From an optimization exercise on the open Yosys and OpenROAD flow, aimed at a short achievable clock period and few clock cycles per item; shortcuts taken in it are not production practice. Only simulation tests tie the RTL to the original design; equivalence was not proved. Power is estimated from default activity; no workload was simulated.

Design ansc, start of the top module:
module ansc (
    input  wire        clk,
    input  wire        rst,           
    input  wire        cmd_valid,
    input  wire [63:0] cmd_word,
    output wire        cmd_ready,
    input  wire [11:0] reg_addr,
    output reg  [31:0] reg_rdata,
    output wire        fb_en,
    output wire        fb_we,
    output wire [15:0] fb_addr,
    output wire [7:0]  fb_wdata,
    input  wire [7:0]  fb_rdata
);
    localparam NSLOT       = 4;
    localparam MAX_PAYLOAD = 32;
    localparam OP_CKCLR   = 4'h1;
    localparam OP_CKBYTE  = 4'h2;
    localparam OP_CKBUF   = 4'h3;
    localparam OP_SEGNEW  = 4'h4;
    localparam OP_SEGSER  = 4'h5;
    localparam OP_SEGDES  = 4'h6;
    localparam OP_SEGCLR  = 4'h7;
    localparam OP_SETRXF  = 4'h8;
    localparam OP_SETTXF  = 4'h9;
    localparam OP_SETTXS  = 4'hA;
    localparam OP_MARKTXC = 4'hB;
    localparam C_OK        = 8'h00;
    localparam C_MALFORMED = 8'h01;
    localparam C_ILLEGAL   = 8'h10;
    localparam C_SLOT      = 8'h11;
    localparam C_NOSEG     = 8'h12;
    localparam C_RANGE     = 8'h13;
    localparam C_CAPACITY  = 8'h14;
    integer i;
    function [15:0] inc16;
        input [15:0] x;
        integer q;
        begin
            for (q = 0; q < 16; q = q + 1)
                inc16[q] = x[q] ^ ((x & ((16'd1 << q) - 16'd1)) == ((16'd1 << q) - 16'd1));
        end
    endfunction
    function gt64k;
        input [15:0] a;
        input [15:0] b;
  ...
Size: about 5600 cells after synthesis, about 1600 flip-flops, about 150 I/O pins.
clock: 8.0 ns
lec_check: 0
abc_clock_period_in_ps: 2000
cap_margin: 20
core_margin: 2
core_utilization: 40
setup_slack_margin: 3.5
slew_margin: 20
run.sh (not shown) runs the stock make flow with config.mk's settings and CLKGATE_MAP_FILE= SYNTH_SCRIPT=/design/flow/synth_recipe.tcl, a recipe that flattens the netlist after the stock synthesis.
Testbench counts at the start, summed over its fixed seeds: cycles 44,229, cmds 4,000.
Change:
--- a/flow/design.v
+++ b/flow/design.v
@@ -249,18 +249,16 @@
         else if ((op4 && len_gt32) || (op6 && len_gt34))
                                                      exec_code = C_CAPACITY;
         else                                         exec_code = C_OK;
     end
     wire [3:0] ck_t1  = eac4(sum1, rotl(sum0));
     wire [7:0] ck_cmd = ck_byte(sum0, ck_t1, cmd_word[7:0]);
     wire [7:0] ck_mem = ck_byte(sum0, ck_t1, fb_rdata);
-    wire ser_we_a = op5 && z_55_32 && z_15_8 && z_7_0;       
-    wire ser_en_b = !op5 || (slot_lo && ser_fit[ws]);         
-    assign fb_en    = acc_en | (accept && ser_en_b);
-    assign fb_we    = busy ? acc_wr : ser_we_a;
+    assign fb_en    = acc_en | accept;
+    assign fb_we    = (acc_en && acc_wr) | (accept && ok_segser);
     assign fb_addr  = busy ? acc_addr : w_addr;
     assign fb_wdata = busy ? wdata_q : {s_syn[ws], s_seq[ws]};
     wire        rd_cmd   = (ok_ckbuf || ok_segnew || ok_segdes) && len_nz;
     wire        acc_busy = (ok_ckbuf && len_nz) || (ok_segnew && len_ge2) || ok_segdes ||
                            ok_segser;
     wire [5:0]  ser_plen = s_plen[ws];
     wire [15:0] k_inc   = inc16(k);
@@ -413,35 +411,38 @@
                         if (ok_marktxc)
                             s_txc[i] <= 1'b1;
                     end
                 end
             end
         end
     end
-    wire [1:0] r_slot = reg_addr[4:3];
+    wire       rg_slot = (reg_addr[11:5] == 7'b0001000);    
+    wire       rg_glob = (reg_addr[11:3] == 9'd0);          
+    reg  [31:0] rd_or;
+    integer rs, rf;
     always @(*) begin
-        reg_rdata = 32'd0;
-        if (reg_addr[11:5] == 7'b0001000) begin        
-            case (reg_addr[2:0])
-                3'd0: reg_rdata = {s_valid[r_slot], 15'd0, s_syn[r_slot], s_seq[r_slot],
-                                   s_ack[r_slot], s_ackn[r_slot]};
-                3'd1: reg_rdata = {26'd0, s_plen[r_slot]};
-                3'd2: reg_rdata = {28'd0, s_txs_v[r_slot], s_txf_v[r_slot],
-                                   s_rxf_v[r_slot], s_txc[r_slot]};
-                3'd3: reg_rdata = s_rxf[r_slot];
-                3'd4: reg_rdata = s_txf[r_slot];
-                3'd5: reg_rdata = s_txs[r_slot];
-                default: reg_rdata = 32'd0;
-            endcase
-        end else begin
-            case (reg_addr)
-                12'h000: reg_rdata = {23'd0, status_err, status_code};
-                12'h001: reg_rdata = {24'd0, sum1, sum0};
-                12'h002: reg_rdata = {15'd0, reslen};
-                12'h003: reg_rdata = NSLOT;
-                12'h004: reg_rdata = MAX_PAYLOAD;
-                12'h005: reg_rdata = 32'h0001_0000;
-                default: reg_rdata = 32'd0;
-            endcase
+        rd_or = 32'd0;
+        for (rs = 0; rs < NSLOT; rs = rs + 1) begin
+            for (rf = 0; rf < 6; rf = rf + 1) begin
+                if (rg_slot && reg_addr[4:3] == rs && reg_addr[2:0] == rf) begin
+                    case (rf)
+                        0: rd_or = rd_or | {s_valid[rs], 15'd0, s_syn[rs], s_seq[rs],
+                                            s_ack[rs], s_ackn[rs]};
+                        1: rd_or = rd_or | {26'd0, s_plen[rs]};
+                        2: rd_or = rd_or | {28'd0, s_txs_v[rs], s_txf_v[rs],
+                                            s_rxf_v[rs], s_txc[rs]};
+                        3: rd_or = rd_or | s_rxf[rs];
+                        4: rd_or = rd_or | s_txf[rs];
+                        default: rd_or = rd_or | s_txs[rs];
+                    endcase
+                end
+            end
         end
+        if (rg_glob && reg_addr[2:0] == 3'd0) rd_or = rd_or | {23'd0, status_err, status_code};
+        if (rg_glob && reg_addr[2:0] == 3'd1) rd_or = rd_or | {24'd0, sum1, sum0};
+        if (rg_glob && reg_addr[2:0] == 3'd2) rd_or = rd_or | {15'd0, reslen};
+        if (rg_glob && reg_addr[2:0] == 3'd3) rd_or = rd_or | NSLOT;
+        if (rg_glob && reg_addr[2:0] == 3'd4) rd_or = rd_or | MAX_PAYLOAD;
+        if (rg_glob && reg_addr[2:0] == 3'd5) rd_or = rd_or | 32'h0001_0000;
+        reg_rdata = rd_or;
     end
 endmodule
After rerunning: Routed wire length falls by a few percent; via count went down by a few percent; clock skew climbs by 10 ps; sequential share of layout area rises by 1.6 points; non-clock buffer count went down by 64; setup slack is worse by 160 ps; power barely changes; final area falls by a few percent; die area shrinks by a few percent; count of clock-buffer cells in the layout rises by 3.
Testbench counts after the change, summed over its fixed seeds: cycles 44,229, cmds 4,000.

## port drivers added, routing unchanged
In the flow no input, the clock included, has a driving cell. The finished layouts below were timed again as built, in two steps. Step 1 (the two cells are an assumption about what drives the block):
set clk [get_ports {clk}]
set_driving_cell -lib_cell sky130_fd_sc_hd__clkbuf_16 $clk
set_driving_cell -lib_cell sky130_fd_sc_hd__buf_2 [delete_from_list [all_inputs] $clk]
Step 2 times the ports against the registers' clock, not the clock port: input delays grow and output delays shrink by t, the midpoint of the rising clock arrivals with the driver on. Three values: no drivers, after step 1, after step 2; two values: the first two.
run | shift t [ns] | slack for setup (ns) | clock arrival spread, ns | slew at the worst register clock pin (ns) | worst slew at a driven data input, ns
the first run | 0.889 | 2.693 / 2.317 / 2.317 | 0.074 / 0.075 | 0.07 / 0.07 | 0.46
the second run | 0.900 | 2.530 / 2.499 / 2.430 | 0.086 / 0.086 | 0.07 / 0.07 | 0.18
After both steps setup and hold are still met in every run listed. For the first run, which loses most, drivers alone change the setup slack by -0.376 ns; drivers and shift together by -0.376 ns.
